Background: an optimization exercise with open tools, aiming at small area, a short achievable clock period and few clock cycles. Do not read the settings as production practice. Only simulation tests tie the RTL to the original design; equivalence was not proved. No activity file was given, so power comes from the tool's default toggle rates.

File: config.mk
export PLATFORM = sky130hd
export DESIGN_NAME = idealvm_alu
export DESIGN_NICKNAME = idealvm_alu
export VERILOG_FILES = /design/flow/design.v
export SDC_FILE = /design/flow/constraint.sdc
export NUM_CORES = 4
export LEC_CHECK = 0
export CAP_MARGIN = 20
export CORE_MARGIN = 2
export CORE_UTILIZATION = 40
export PLACE_DENSITY = 0.6
export SETUP_SLACK_MARGIN = 5
export SLEW_MARGIN = 20
File: constraint.sdc
create_clock -name core_clock -period 10.5 [get_ports {clk}]
set_input_delay 2.1000 -clock core_clock [delete_from_list [all_inputs] [get_ports {clk}]]
set_output_delay 2.1000 -clock core_clock [all_outputs]
set_load 0.01 [all_outputs]
File: design.v
module idealvm_alu (
    input  wire        clk,
    input  wire        rst,         
    input  wire        start,
    input  wire [3:0]  op,          
    input  wire [63:0] a,           
    input  wire [63:0] b,           
    input  wire [15:0] imm,         
    input  wire [3:0]  flags_in,    
    output wire        ready,
    output wire        done,
    output reg  [63:0] result,      
    output reg  [63:0] rem,         
    output reg         rem_we,
    output reg  [3:0]  flags_out,
    output reg         fault
);
    localparam OP_AND  = 4'd0;
    localparam OP_OR   = 4'd1;
    localparam OP_XOR  = 4'd2;
    localparam OP_SHL  = 4'd3;
    localparam OP_SHR  = 4'd4;
    localparam OP_ADD  = 4'd5;
    localparam OP_SUB  = 4'd6;
    localparam OP_MUL  = 4'd7;
    localparam OP_SMUL = 4'd8;
    localparam OP_DIV  = 4'd9;
    localparam OP_SDIV = 4'd10;
    localparam OP_SSHR = 4'd11;
    reg  [63:0] a0;
    reg  [63:0] b0;
    reg  [1:0]  cv0;
    reg         v0;
    reg         sEX;    
    reg         sMS;    
    reg         sMF;    
    reg         sAL;    
    reg         sDS;    
    reg         sFX;    
    reg         rdy;
    reg         dn;
    reg  [4:0]  cnt;
    reg         mneg;         
    reg         negq, negr;
    reg         k_and, k_or, k_xor, k_shl, k_shr, k_sra, k_add, k_sub;
    reg         k_mul, k_div, k_sdiv;
    reg         r_sub, r_gate, r_shl;
    reg  [7:0]  al_sr;        
    assign ready = rdy;
    assign done  = dn;
    wire accept = start && rdy;
    wire ex      = sEX && v0;
    wire o_mul   = k_mul;
    wire o_div   = k_div;
    wire o_sdiv  = k_sdiv;
    wire o_add   = k_add;
    wire o_sub   = k_sub;
    wire ex_mul  = ex && o_mul;
    wire ex_div  = ex && o_div;
    wire in_muldiv = (op == OP_MUL) || (op == OP_SMUL) || (op == OP_DIV) || (op == OP_SDIV);
    wire [63:0] o2  = b0;
    wire gate_a  = r_gate;
    wire do_sub  = r_sub;
    wire [63:0] ax  = gate_a ? 64'd0 : a0;
    wire [63:0] bx  = b0 ^ {64{do_sub}};
    wire [65:0] as_w = {1'b0, ax, 1'b1} + {1'b0, bx, do_sub};
    wire [63:0] as  = as_w[64:1];
    wire        as_co = as_w[65];
    wire as_z = (as == 64'd0);
    wire add_c = as_co;
    wire sub_c = ~as_co;
    wire        sh_l    = r_shl;
    wire        sh_fill = k_sra && a0[63] && !sAL;
    wire [5:0]  al_j;
    wire [5:0]  sh_amt  = sAL ? al_j : o2[5:0];
    function [63:0] rev64(input [63:0] x);
        integer k;
        begin
            for (k = 0; k < 64; k = k + 1) rev64[k] = x[63-k];
        end
    endfunction
    wire [63:0] sh_in = sh_l ? rev64(a0) : a0;
    wire [63:0] sh_s0 = sh_amt[0] ? {{ 1{sh_fill}}, sh_in[63: 1]} : sh_in;
    wire [63:0] sh_s1 = sh_amt[1] ? {{ 2{sh_fill}}, sh_s0[63: 2]} : sh_s0;
    wire [63:0] sh_s2 = sh_amt[2] ? {{ 4{sh_fill}}, sh_s1[63: 4]} : sh_s1;
    wire [63:0] sh_s3 = sh_amt[3] ? {{ 8{sh_fill}}, sh_s2[63: 8]} : sh_s2;
    wire [63:0] sh_s4 = sh_amt[4] ? {{16{sh_fill}}, sh_s3[63:16]} : sh_s3;
    wire [63:0] sh_s5 = sh_amt[5] ? {{32{sh_fill}}, sh_s4[63:32]} : sh_s4;
    wire [63:0] sh_out = sh_l ? rev64(sh_s5) : sh_s5;
    wire fa8  = (&a0[63:7])  | ~(|a0[63:7]);
    wire fa16 = (&a0[63:15]) | ~(|a0[63:15]);
    wire fa32 = (&a0[63:31]) | ~(|a0[63:31]);
    wire fb8  = (&b0[63:7])  | ~(|b0[63:7]);
    wire fb16 = (&b0[63:15]) | ~(|b0[63:15]);
    wire fb32 = (&b0[63:31]) | ~(|b0[63:31]);
    wire mswap = (fa8 & ~fb8) | (fa16 & ~fb16) | (fa32 & ~fb32);
    wire s1_as = sMF || sFX || (sEX && (o_add || o_sub || (o_sdiv && o2[63])));
    wire k_shift = k_shl | k_shr | k_sra | sAL;
    wire [63:0] s1o = ({64{k_and}} & (a0 & o2)) |
                      ({64{k_or}}  & (a0 | o2)) |
                      ({64{k_xor}} & (a0 ^ o2)) |
                      ({64{k_shift}} & sh_out) |
                      ({64{k_div && !sAL}} & o2);
    wire [63:0] s1   = s1_as ? as : s1o;
    wire        s1_z = s1_as ? as_z : (s1o == 64'd0);
    wire add_v = (a0[63] == o2[63]) && (as[63] != a0[63]);
    wire sub_v = (a0[63] != o2[63]) && (as[63] != a0[63]);
    wire new_c = cv0[0] | (o_add & add_c) | (o_sub & sub_c);
    wire new_v = cv0[1] | (o_add & add_v) | (o_sub & sub_v);
    function [127:0] csa(input [63:0] x, input [63:0] y, input [63:0] z);
        reg [63:0] s, c;
        begin
            s = x ^ y ^ z;
            c = (x & y) | (x & z) | (y & z);
            csa = {c[62:0], 1'b0, s};
        end
    endfunction
    wire [63:0] mA = rem;
    wire [63:0] r0 = mneg ? ~mA : (result[0] ? mA : 64'd0);
    wire [63:0] r1 = (!mneg && result[1]) ? {mA[62:0], 1'b0} : 64'd0;
    wire [63:0] r2 = (!mneg && result[2]) ? {mA[61:0], 2'b0} : 64'd0;
    wire [63:0] r3 = (!mneg && result[3]) ? {mA[60:0], 3'b0} : 64'd0;
    wire [63:0] r4 = (!mneg && result[4]) ? {mA[59:0], 4'b0} : 64'd0;
    wire [127:0] c1 = csa(a0, b0, r0);
    wire [127:0] c2 = csa(r1, r2, r3);
    wire [127:0] c3 = csa(c1[63:0], c1[127:64], c2[63:0]);
    wire [127:0] c4 = csa(c3[63:0], c3[127:64], c2[127:64]);
    wire [127:0] c5 = csa(c4[63:0], c4[127:64], r4);
    wire [63:0] m_s = c5[63:0];
    wire [63:0] m_c = {c5[127:65], mneg};
    wire [58:0] m_rest = result[63:5];
    wire m_rest0 = ~(|m_rest);
    wire m_rest1 = &m_rest;
    wire [63:0] dR = sEX ? 64'd0 : rem;
    wire [65:0] dX1 = {2'b0, a0};
    wire [65:0] dX2 = {1'b0, a0, 1'b0};
    wire [65:0] dT1 = {2'b0, dR} - dX1;
    wire [65:0] dT2 = {2'b0, dR} - dX2;
    wire [66:0] p3  = {3'b0, dR};
    wire [66:0] q3  = ~{3'b0, a0};
    wire [66:0] r3x = ~{2'b0, a0, 1'b0};
    wire [66:0] s3  = p3 ^ q3 ^ r3x;
    wire [66:0] k3  = {((p3[65:0] & q3[65:0]) | (p3[65:0] & r3x[65:0]) | (q3[65:0] & r3x[65:0])), 1'b1};
    wire [66:0] dT3 = s3 - ~k3;
    wire ge1 = ~dT1[65];
    wire ge2 = ~dT2[65];
    wire ge3 = ~dT3[66];
    wire [1:0] qd = ge3 ? 2'd3 : ge2 ? 2'd2 : ge1 ? 2'd1 : 2'd0;
    reg  [63:0] dRn;
    always @(*) begin
        case (qd)
            2'd3: dRn = dT3[63:0];
            2'd2: dRn = dT2[63:0];
            2'd1: dRn = dT1[63:0];
            default: dRn = rem;
        endcase
    end
    wire [63:0] dQn = {result[61:0], qd};
    wire [63:0] d_n = (o_sdiv && a0[63]) ? dT1[63:0] : a0;    
    wire dQn_z = ~(|dQn);
    wire [6:0] lz_a, lz_b;
    wire        n_neg = k_sdiv && a0[63];
    wire        d_neg = k_sdiv && o2[63];
    wire [63:0] xa = a0 ^ {64{n_neg}};
    wire [63:0] xd = o2 ^ {64{d_neg}};
    lzc64 u_lza (.x(xa), .n(lz_a));
    lzc64 u_lzb (.x(xd), .n(lz_b));
    wire mask_a = &(~xa[63:1] | xa[62:0]);
    wire mask_d = &(~xd[63:1] | xd[62:0]);
    wire [7:0] al_s = al_sr;
    wire al_early = al_s[7];
    assign al_j = {al_s[5:1], 1'b0};
    wire fault_now = ex_div && (b0 == 64'd0);
    wire fix_need  = negr || negq;
    wire ds_last   = (cnt == 5'd0);
    wire nEX = (sEX && !ex_mul && !(ex_div && !fault_now)) || sMF ||
               (sAL && al_early && !negr) || (sDS && ds_last && !fix_need) || sFX;
    wire nMS = ex_mul || (sMS && !mneg && !m_rest0);
    wire nMF = sMS && (mneg || m_rest0);
    wire nAL = ex_div && !fault_now;
    wire nDS = (sAL && !al_early) || (sDS && !ds_last);
    wire nFX = (sAL && al_early && negr) || (sDS && ds_last && fix_need);
    wire [6:0] lz_n = lz_a - {6'd0, n_neg && mask_a};
    wire [7:0] al_n = {1'b0, lz_b} - {7'd0, d_neg && mask_d} - {1'b0, lz_n};
    wire fast_early = (lz_a > lz_b) && !n_neg;
    wire rdy_n = (nEX && !(accept && in_muldiv)) || nMF || nFX || (nAL && fast_early) ||
                 (nDS && !fix_need && (sAL ? (al_s[5:1] == 5'd0) : (cnt == 5'd1)));
    wire dn_n = (ex && !o_mul && !(o_div && !fault_now)) || sMF ||
                (sAL && al_early && !negr) || (sDS && ds_last && !fix_need) || sFX;
    always @(posedge clk) begin
        if (rst) begin
            sEX <= 1'b1;
            sMS <= 1'b0;
            sMF <= 1'b0;
            sAL <= 1'b0;
            sDS <= 1'b0;
            sFX <= 1'b0;
            rdy <= 1'b1;
            dn  <= 1'b0;
            v0  <= 1'b0;
        end else begin
            sEX <= nEX;
            sMS <= nMS;
            sMF <= nMF;
            sAL <= nAL;
            sDS <= nDS;
            sFX <= nFX;
            rdy <= rdy_n;
            dn  <= dn_n;
            v0  <= accept;
        end
    end
    wire in_div = (op == OP_DIV) || (op == OP_SDIV);
    always @(posedge clk) begin
        if (rdy) begin
            k_and  <= (op == OP_AND);
            k_or   <= (op == OP_OR);
            k_xor  <= (op == OP_XOR);
            k_shl  <= (op == OP_SHL);
            k_shr  <= (op == OP_SHR);
            k_sra  <= (op == OP_SSHR);
            k_add  <= (op == OP_ADD);
            k_sub  <= (op == OP_SUB);
            k_mul  <= (op == OP_MUL) || (op == OP_SMUL);
            k_div  <= in_div;
            k_sdiv <= (op == OP_SDIV);
            r_sub  <= (op == OP_SUB) || in_div;
            r_gate <= in_div;
            r_shl  <= (op == OP_SHL);
        end else begin
            r_sub  <= nFX && negq && !sAL;
            r_gate <= nFX;
            r_shl  <= nAL;
        end
        if (ex_div) begin
            al_sr <= al_n;
        end
    end
    always @(posedge clk) begin
        if (rdy) begin
            a0  <= a;
            b0  <= b + {{48{imm[15]}}, imm};
        end else if (sMS) begin
            a0  <= m_s;
            b0  <= m_c;
        end else if (sDS) begin
            a0  <= ds_last ? {63'd0, negr} : {2'b0, a0[63:2]};
            b0  <= dQn;
        end else if (sAL) begin
            a0  <= al_early ? {63'd0, negr} : s1;
            b0  <= 64'd0;
        end else begin
            a0  <= s1 & {64{!k_mul}};        
            b0  <= k_div ? d_n : 64'd0;      
        end
        if (rdy)
            cv0 <= flags_in[1:0];
    end
    always @(posedge clk) begin
        if (sMS) begin
            result <= {{5{result[63]}}, result[63:5]};
            rem    <= {rem[58:0], 5'd0};
        end else if (sDS) begin
            result <= dQn;
            rem    <= dRn;
        end else if (sAL) begin
            result <= 64'd0;
            rem    <= b0;                    
        end else if (sFX) begin
            result <= s1;                    
            rem    <= dT1[63:0] ^ {64{negr}};   
        end else begin
            result <= (sEX && k_mul) ? (mswap ? a0 : o2) : s1;    
            rem    <= mswap ? o2 : a0;       
        end
        if (ex) begin
            if (o_mul) begin
                mneg   <= 1'b0;
                fault  <= 1'b0;
                rem_we <= 1'b0;
            end else if (o_div) begin
                negr   <= o_sdiv && a0[63];
                negq   <= o_sdiv && (a0[63] ^ o2[63]);
                fault  <= fault_now;
                rem_we <= !fault_now;
            end else begin
                flags_out <= {s1[63], s1_z, new_v, new_c};
                fault  <= 1'b0;
                rem_we <= 1'b0;
            end
        end
        if (sMS)
            mneg   <= !mneg && m_rest1;
        if (sMF)
            flags_out <= {s1[63], s1_z, cv0};
        if (sAL) begin
            cnt    <= al_s[5:1];
            if (al_early) begin
                negq      <= 1'b0;
                flags_out <= {1'b0, 1'b1, cv0};
            end
        end
        if (sDS) begin
            cnt    <= cnt - 5'd1;
            if (ds_last)
                flags_out <= {negq ? !dQn_z : dQn[63], dQn_z, cv0};
        end
    end
endmodule
module lzc64 (
    input  wire [63:0] x,
    output wire [6:0]  n
);
    wire [31:0] v1;
    wire [31:0] c1;
    genvar g;
    generate
        for (g = 0; g < 32; g = g + 1) begin : l1
            assign v1[g] = x[2*g+1] | x[2*g];
            assign c1[g] = ~x[2*g+1];
        end
    endgenerate
    wire [15:0] v2;
    wire [31:0] c2;
    generate
        for (g = 0; g < 16; g = g + 1) begin : l2
            assign v2[g] = v1[2*g+1] | v1[2*g];
            assign c2[2*g+1:2*g] = v1[2*g+1] ? {1'b0, c1[2*g+1]} : {1'b1, c1[2*g]};
        end
    endgenerate
    wire [7:0] v3;
    wire [23:0] c3;
    generate
        for (g = 0; g < 8; g = g + 1) begin : l3
            assign v3[g] = v2[2*g+1] | v2[2*g];
            assign c3[3*g+2:3*g] = v2[2*g+1] ? {1'b0, c2[4*g+3:4*g+2]} : {1'b1, c2[4*g+1:4*g]};
        end
    endgenerate
    wire [3:0] v4;
    wire [15:0] c4;
    generate
        for (g = 0; g < 4; g = g + 1) begin : l4
            assign v4[g] = v3[2*g+1] | v3[2*g];
            assign c4[4*g+3:4*g] = v3[2*g+1] ? {1'b0, c3[6*g+5:6*g+3]} : {1'b1, c3[6*g+2:6*g]};
        end
    endgenerate
    wire [1:0] v5;
    wire [9:0] c5;
    generate
        for (g = 0; g < 2; g = g + 1) begin : l5
            assign v5[g] = v4[2*g+1] | v4[2*g];
            assign c5[5*g+4:5*g] = v4[2*g+1] ? {1'b0, c4[8*g+7:8*g+4]} : {1'b1, c4[8*g+3:8*g]};
        end
    endgenerate
    wire v6 = v5[1] | v5[0];
    wire [5:0] c6 = v5[1] ? {1'b0, c5[9:5]} : {1'b1, c5[4:0]};
    assign n = v6 ? {1'b0, c6} : 7'd64;
endmodule
File: run.sh
#!/bin/bash
# synth_recipe.tcl (not shown) runs the flow's synth.tcl, then flattens the netlist and writes it again
# the make line also repeats each setting of config.mk as NAME=value (left out here)
make -C /OpenROAD-flow-scripts/flow DESIGN_CONFIG=/design/flow/config.mk WORK_HOME=/design/flow/orfs CLKGATE_MAP_FILE= SYNTH_SCRIPT=/design/flow/synth_recipe.tcl finish
==> out/metrics.cfg, run 1 <==
[pwr]
vdd_ir_drop_max_v = 0.000389
power_mw = 21.4
power_leakage_nw = 32.1
power_density_nw_per_um2 = 282

[run_status]
status = timing/DRC/antenna clean

[clocking]
clock_sinks = 301
clockBufferDepth = 3
clk_pin_slew_ps = 70
numCtsBuffers = 46
cts_max_level = 2
tritoncts = built
insertion_delay_ps = 690
cts-root-buf = clkbuf_16

[global_routing]
grt_pass1_wl_mm = 611
grt_max_degree = 122
grt_usage_pct = 52.0
grt_overflow = 0
grt_pass1_vias = 75200
antenna_found_initial = 52

[synth]
syn_nets = 9835
ys_seq_area_share_pct = 10.6
synthTopCellsByArea = fa_1 11%, ha_1 9.0%, dfxtp_1 6.5%
ys_seq_elements = 301
async_reset_ff_share_pct = 0
synthCells = 8837
ys_top_cells_by_count = 872 x nand2_1, 781 x a21oi_1, 643 x o21ai_0, 625 x inv_1, 597 x nor2_1
yosysTopAreaCellShare_pct = 11.4
synth_flop_cell = dfxtp_1
yosysMostFrequentCell = nand2_1
synth_area_leader_cell = fa_1
synth_cell_types = 106
syn-mean-instance-area_sq_um = 7.39
syn-cell-area_sq_um = 65300
yosys_warnings = 1
synth_edf_count = 88

[sta]
finClkSkew_ps = 65.2
finalSetupTns_ps = 0
finalSetupViolations = 0
finalHoldViolCount = 0
setup_ws_ps = 4730
slew_headroom_pct = 2.29
post-route-period-util_pct = 55.0
max_freq_mhz = 173
rsz0062_at_grt = true
slew_violations = 0
worst_pin_slew_ps = 1450
period_needed_ps = 5770

[finish]
layout-drive-gt1-share_pct = 11.6
finalNetCount = 10000
multi_input_area_sq_um = 54900
finalNonFillerCells = 11300
fill_cells = 16500
regArea_sq_um = 6970
syn2layout_area_growth_pct = 16.2

[setup_path]
endpoint_kind = flop
required_ps = 11050
worstSetupPathType = reg -> reg
worstPathMaxFanout = 33
start_kind = flop
worst_ep_arrival_time_ps = 6330

[floorplanning]
dieWidth_microns = 408
fp.coreArea_sq_um = 162000
initial_utilization_pct = 40.2
ioPinCount = 291
die-area_sq_um = 166000
num_rows = 148
dieHeight_microns = 408

[placement]
dp_slack_ps = 3170
port_buffers = 288
place.gp.congestion = 1.15
hpwl_mm = 349
dp_cells = 11000

[drt]
firstDrtPassIters = 9
wl_mm = 457
wl_per_cell_microns = 40.6
remaining_drc_errors = 0
ant_nets = 0
vias = 81100
first_iter_violations = 13600
via_per_inst = 7.20

[worst_hold_path]
hp-class = reg -> reg

[job]
max-cap-violations = 0

[cell families after synthesis]
family	synth area share (%)
adder cells (fa/ha/maj)	20.4
buffers and inverters	7.66
XOR/XNOR	5.74
AO/OA/AOI/OAI	29.8
multiplexers	6.15
flip-flops	10.6
AND/OR/NAND/NOR	19.6
[what timing repair did]
item | 4_1_cts | 5_1_grt
resized for setup | 226 | 177
pin swaps | 26 | 38
buffers inserted | 59 | 88
endpoints found under the setup margin | 206 | 148
endpoints found under the hold margin | 0 | 0
cloned | 4 | 8
hold buffers | 0 | 0
[path summary, 6_finish.rpt]
path	from	endpoint	slack (ps)	cells after the start
worst max-delay path	b0[3]$_DFF_P_	a0[24]$_DFF_P_	4730	15
worst min-delay path	cv0[1]$_DFFE_PP_	flags_out[1]$_DFF_P_	500	2
worst min register to register	cv0[1]$_DFFE_PP_	flags_out[1]$_DFF_P_	500	2
worst max register to register	b0[3]$_DFF_P_	a0[24]$_DFF_P_	4730	15
[worst max-delay path: stages, from the launching register on]
cell       delay (ps)
dfxtp_1           300
buf_4             520
mux2_4            500
buf_6             360
nor2_1            280
a221oi_2          290
nor3_1            120
a2111oi_2         520
o31ai_1           170
buf_4             220
a22oi_2           440
mux2i_1           230
a221oi_1          640
o21ai_0           490
a221oi_1          410
nor2_1             90
[where the power goes]
part | switching (mW) | internal (mW)
Clock | 0.761 | 0.920
Sequential | 0.963 | 1.54
Combinational | 11.5 | 5.69
Total | 13.2 | 8.15
[state kept, by name, summed over array words and instances (netlist names), 2 cells and up]
register / flops
a0: 64
b0: 64
rem: 64
result: 64
al_sr: 6
cnt: 5
flags_out: 4
cv0: 2
[cell usage in the layout, fill, tap and decap left out, types with 118 or more instances in the layout]
cell type,netlist,layout
nand2_1,872,858
a21oi_1,781,755
o21ai_0,643,625
inv_1,625,603
nor2_1,597,570
ha_1,470,454
buf_4,5,406
fa_1,373,373
clkdlybuf4s50_1,0,287
and2_1,281,279
xnor2_1,234,233
mux2i_1,196,193
xor2_1,194,192
dfxtp_1,213,186
a21o_1,186,185
nand3_1,180,179
nand4_1,143,143
nor3_1,143,138
o211ai_1,128,128
a221oi_1,131,118
[per-layer routing]
| metal | GRT usage (%) | wire [microns] |
|---|---|---|
| met5 | 2.79 | 1150 |
| met4 | 39.9 | 46700 |
| met3 | 24.8 | 72100 |
| met2 | 71.5 | 175000 |
| met1 | 61.5 | 162000 |
[layout make-up]
class                   count  share of cell area, %
clock buffers              57                   1.64
inverters                 631                   3.26
flip-flops and latches    301                   9.19
multi-input cells        7257                   72.3
repair inverters            2                 0.0264
diodes                     34                  0.112
repair buffers            776                   9.55
well taps                2175                   3.59
clock inverters            26                  0.350
[through the flow]
step / util [%] / instance area (sq um) / hold WS, ps
2_1_floorplan: - / 65300 / 458
3_3_place_gp: 43.8 / 71100 / 479
4_1_cts: 45.7 / 74200 / 496
3_5_place_dp: 43.8 / 71100 / 477
6_report: 46.7 / 75900 / 498
5_1_grt: 46.7 / 75800 / 557
Testbench counts, summed over its fixed seeds: cycles 35,223.
==> run 2: changes to the inputs <==
--- a/config.mk
+++ b/config.mk
@@ -11,3 +11,4 @@
 export PLACE_DENSITY = 0.6
 export SETUP_SLACK_MARGIN = 5
 export SLEW_MARGIN = 20
+export TNS_END_PERCENT = 0
==> run 2 against run 1 <==
Area after synthesis did not move. Clock skew rose by 4.3 ps. Non-clock buffer count fell by 83.
==> out/metrics.cfg, run 2 <==
[clocking]
insertion_delay_ps = 690  ; about the same
cts-root-buf = clkbuf_16
ctsHoldBuffers = 0  ; unchanged
clk_pin_slew_ps = 70  ; about the same
cts_max_level = 2  ; unchanged
tritoncts = built
clock_sinks = 301  ; unchanged
clockBufferDepth = 3  ; unchanged
numCtsBuffers = 46  ; unchanged

[sta]
finalSetupViolations = 0  ; unchanged
rsz0062_at_grt = true
slew_violations = 0  ; unchanged
slew_headroom_pct = 8.55  ; +6.3 points
finClkSkew_ps = 69.5  ; +4.28 ps
post-route-period-util_pct = 55.8  ; +0.79 points
max_freq_mhz = 171  ; -1.4%
period_needed_ps = 5860  ; +83.2 ps
finalSetupTns_ps = 0  ; unchanged
finalHoldViolCount = 0  ; unchanged
worst_pin_slew_ps = 1360  ; -96.2 ps

[floorplanning]
dieWidth_microns = 408  ; unchanged
ioPinCount = 291  ; unchanged
die-area_sq_um = 166000  ; unchanged
initial_utilization_pct = 40.2  ; unchanged
num_rows = 148  ; unchanged
fp.coreArea_sq_um = 162000  ; unchanged
dieHeight_microns = 408  ; unchanged

[drt]
wl_mm = 451  ; -1.2%
first_iter_violations = 13400  ; -1.0%
via_per_inst = 7.19  ; -0.19%
ant_nets = 0  ; unchanged
firstDrtPassIters = 14  ; +5
wl_per_cell_microns = 40.4  ; -0.41%
vias = 80200  ; -1.0%
remaining_drc_errors = 0  ; unchanged

[synth]
ys_top_cells_by_count = 872 x nand2_1, 781 x a21oi_1, 643 x o21ai_0, 625 x inv_1, 597 x nor2_1
syn-mean-instance-area_sq_um = 7.39  ; unchanged
syn-cell-area_sq_um = 65300  ; unchanged
synth_edf_count = 88  ; unchanged
synth_area_leader_cell = fa_1
synthCells = 8837  ; unchanged
yosys_warnings = 1  ; unchanged
ys_seq_elements = 301  ; unchanged
synthTopCellsByArea = fa_1 11%, ha_1 9.0%, dfxtp_1 6.5%
yosysMostFrequentCell = nand2_1
ys_seq_area_share_pct = 10.6  ; unchanged
synth_cell_types = 106  ; unchanged
async_reset_ff_share_pct = 0  ; unchanged
syn_nets = 9835  ; unchanged
synth_flop_cell = dfxtp_1
yosysTopAreaCellShare_pct = 11.4  ; unchanged

[pwr]
power_density_nw_per_um2 = 284  ; +0.88%
power_leakage_nw = 31.5  ; -2.0%
vdd_ir_drop_max_v = 0.000386  ; -0.64%
power_mw = 21.1  ; -1.2%

[finish]
mostFrequentLayoutCell = nand2_1
syn2layout_area_growth_pct = 13.9
multi_input_area_sq_um = 54400  ; -0.84%
fill_cells = 16600  ; +0.49%
mostFrequentLayoutCells = 861 x nand2_1, 762 x a21oi_1, 630 x o21ai_0
finalNetCount = 9927  ; -0.86%
layout-drive-gt1-share_pct = 9.91  ; -1.7 points
regArea_sq_um = 6960  ; -0.16%
design_area_sq_um = 74300  ; -2.0%

[run_status]
status = timing/DRC/antenna clean

[setup_path]
endpoint_kind = flop
worst_ep_arrival_time_ps = 6260  ; -70 ps
cp_cell_sequence = buf_4 > inv_1 > buf_4 > fa_1 > ha_1 > and4_1 > nand3_1 > a21oi_4 > a21bo_2 > o211a_4 > o21bai_4 > a211oi_2 > buf_4 > nor2_2 > buf_4 > nand2_1 > buf_12 > buf_4 > nor2_1 > a221oi_1 > o21ai_0
critPathMostFrequentCell = buf_4
worstSetupPathType = reg -> reg
worstPathMaxFanout = 28  ; -15%
crit_buf_inv = 7  ; +4
reg2reg_setup_slack_ps = 4640  ; -80 ps
slowest_delay_ps = 490  ; -150 ps
required_ps = 10900  ; -150 ps
crit_family = compound AO/OA/AOI/OAI gates
cpMaxStageDelayCell = fa_1
start_kind = flop

[global_routing]
antenna_found_initial = 46  ; -12%
grt_pass1_wl_mm = 607  ; -0.62%
grt_overflow = 0  ; unchanged
grt_pass1_vias = 74800  ; -0.54%
grt_usage_pct = 51.6  ; -0.40 points
grt_max_degree = 122  ; unchanged

[placement]
port_buffers = 288  ; unchanged
hpwl_mm = 349  ; unchanged
place.gp.congestion = 1.15  ; unchanged
placed_area_sq_um = 71100  ; unchanged

[job]
max-cap-violations = 0  ; unchanged

[worst_hold_path]
hp-class = reg -> reg

## run 2: worst reg2reg max path: cells and delay by family, from the launching register on
family	cells	cell delay [ps]
buffers and inverters	7	1730
AO/OA/AOI/OAI	7	1730
adder cells (fa/ha/maj)	2	940
AND/OR/NAND/NOR	5	890
flip-flops	1	310
## run 2: worst paths after layout
path                    startpoint  cells after the start                   end
setup reg to reg    a0[12]$_DFF_P_                     21     rem[46]$_DFFE_PP_
setup / recovery    a0[12]$_DFF_P_                     21     rem[46]$_DFFE_PP_
hold reg to reg   cv0[1]$_DFFE_PP_                      2  flags_out[1]$_DFF_P_
hold / removal    cv0[1]$_DFFE_PP_                      2  flags_out[1]$_DFF_P_
## run 2: timing repair
| item | 4_1_cts | 5_1_grt |
|---|---|---|
| resized for setup | 137 | 98 |
| pin swaps | 18 | 18 |
| gates cloned | 1 | 4 |
| setup endpoints to repair | 206 | 189 |
| hold endpoints to repair | 0 | 0 |
| setup buffers | 36 | 32 |
## run 2: cell type report
| type | instances | share of cell area [%] |
|---|---|---|
| repair inverters | 1 | 0.0118 |
| inverters | 631 | 3.30 |
| diodes | 26 | 0.0875 |
| multi-input cells | 7255 | 73.2 |
| flip-flops and latches | 301 | 9.36 |
| clock inverters | 26 | 0.357 |
| well taps | 2175 | 3.66 |
| repair buffers | 693 | 8.39 |
| clock buffers | 57 | 1.67 |
## run 2: metal layers
metal | vias to the layer above | share of wire [%] | track usage (%)
li1 | 32300 | - | -
met1 | 39000 | 36 | 61.8
met2 | 7041 | 39 | 71.3
met3 | 1876 | 16 | 23.4
met4 | 40 | 9.8 | 38.8
met5 | - | 0.15 | 1.61
## run 2: logic make-up (layout without fill, tap and decap cells)
kind of cell / after synthesis / after routing / synth area share [%]
mux: 350 / 350 / 6.15
other cells: 0 / 26 / 0
compound gates: 2955 / 2956 / 29.8
fa+ha+maj: 843 / 843 / 20.4
xor+xnor: 428 / 428 / 5.74
buf+inv: 1285 / 1408 / 7.66
simple gates: 2675 / 2678 / 19.6
flops: 301 / 301 / 10.6
## run 2: power breakdown
part / switching [mW] / leakage (nW) / total, mW / internal (mW)
Combinational: 11.4 / 28.0 / 16.9 / 5.54
Clock: 0.765 / 0.740 / 1.68 / 0.919
Sequential: 0.990 / 2.72 / 2.53 / 1.54
## run 2: through the flow
step | hold WS [ps] | instances | utilization [%] | setup WS [ps]
finish | 501 | 11200 | 45.8 | 4640
global route | 557 | 11100 | 45.7 | 4710
CTS | 496 | 11100 | 45.3 | 4800
detailed placement | 477 | 11000 | 43.8 | 3170
global placement | 479 | 11000 | 43.8 | 3170
floorplan | 458 | 8837 | - | 5150

[static timing again, ports no longer ideal]
The flow's constraints put no driver on any port. The routed layouts listed below were extracted and timed again, unchanged, in two steps.
Step 1 assumes that a clkbuf_16 drives the clock port and a buf_2 every other input.
Step 2, shift: input delay + t, output delay - t, t = (earliest + latest rising clock arrival at the registers) / 2. This alone moves slack from input paths to output paths.
Three values: ideal, step 1, step 2; two values: the first two.
| run | t, ns | setup WS [ns] | latest minus earliest clock arrival (ns) | worst slew at a driven data input, ns | cell pins on the clock port's net |
|---|---|---|---|---|---|
| run 1 | 0.718 | 4.726 / 4.726 / 4.307 | 0.072 / 0.072 | 0.12 | 1 |
| run 2 | 0.723 | 4.643 / 4.643 / 4.131 | 0.071 / 0.072 | 0.11 | 1 |
After both steps every run listed still meets setup and hold. The setup slack of run 2, which loses most, moves by 0.000 ns with the drivers and by -0.512 ns with both steps.
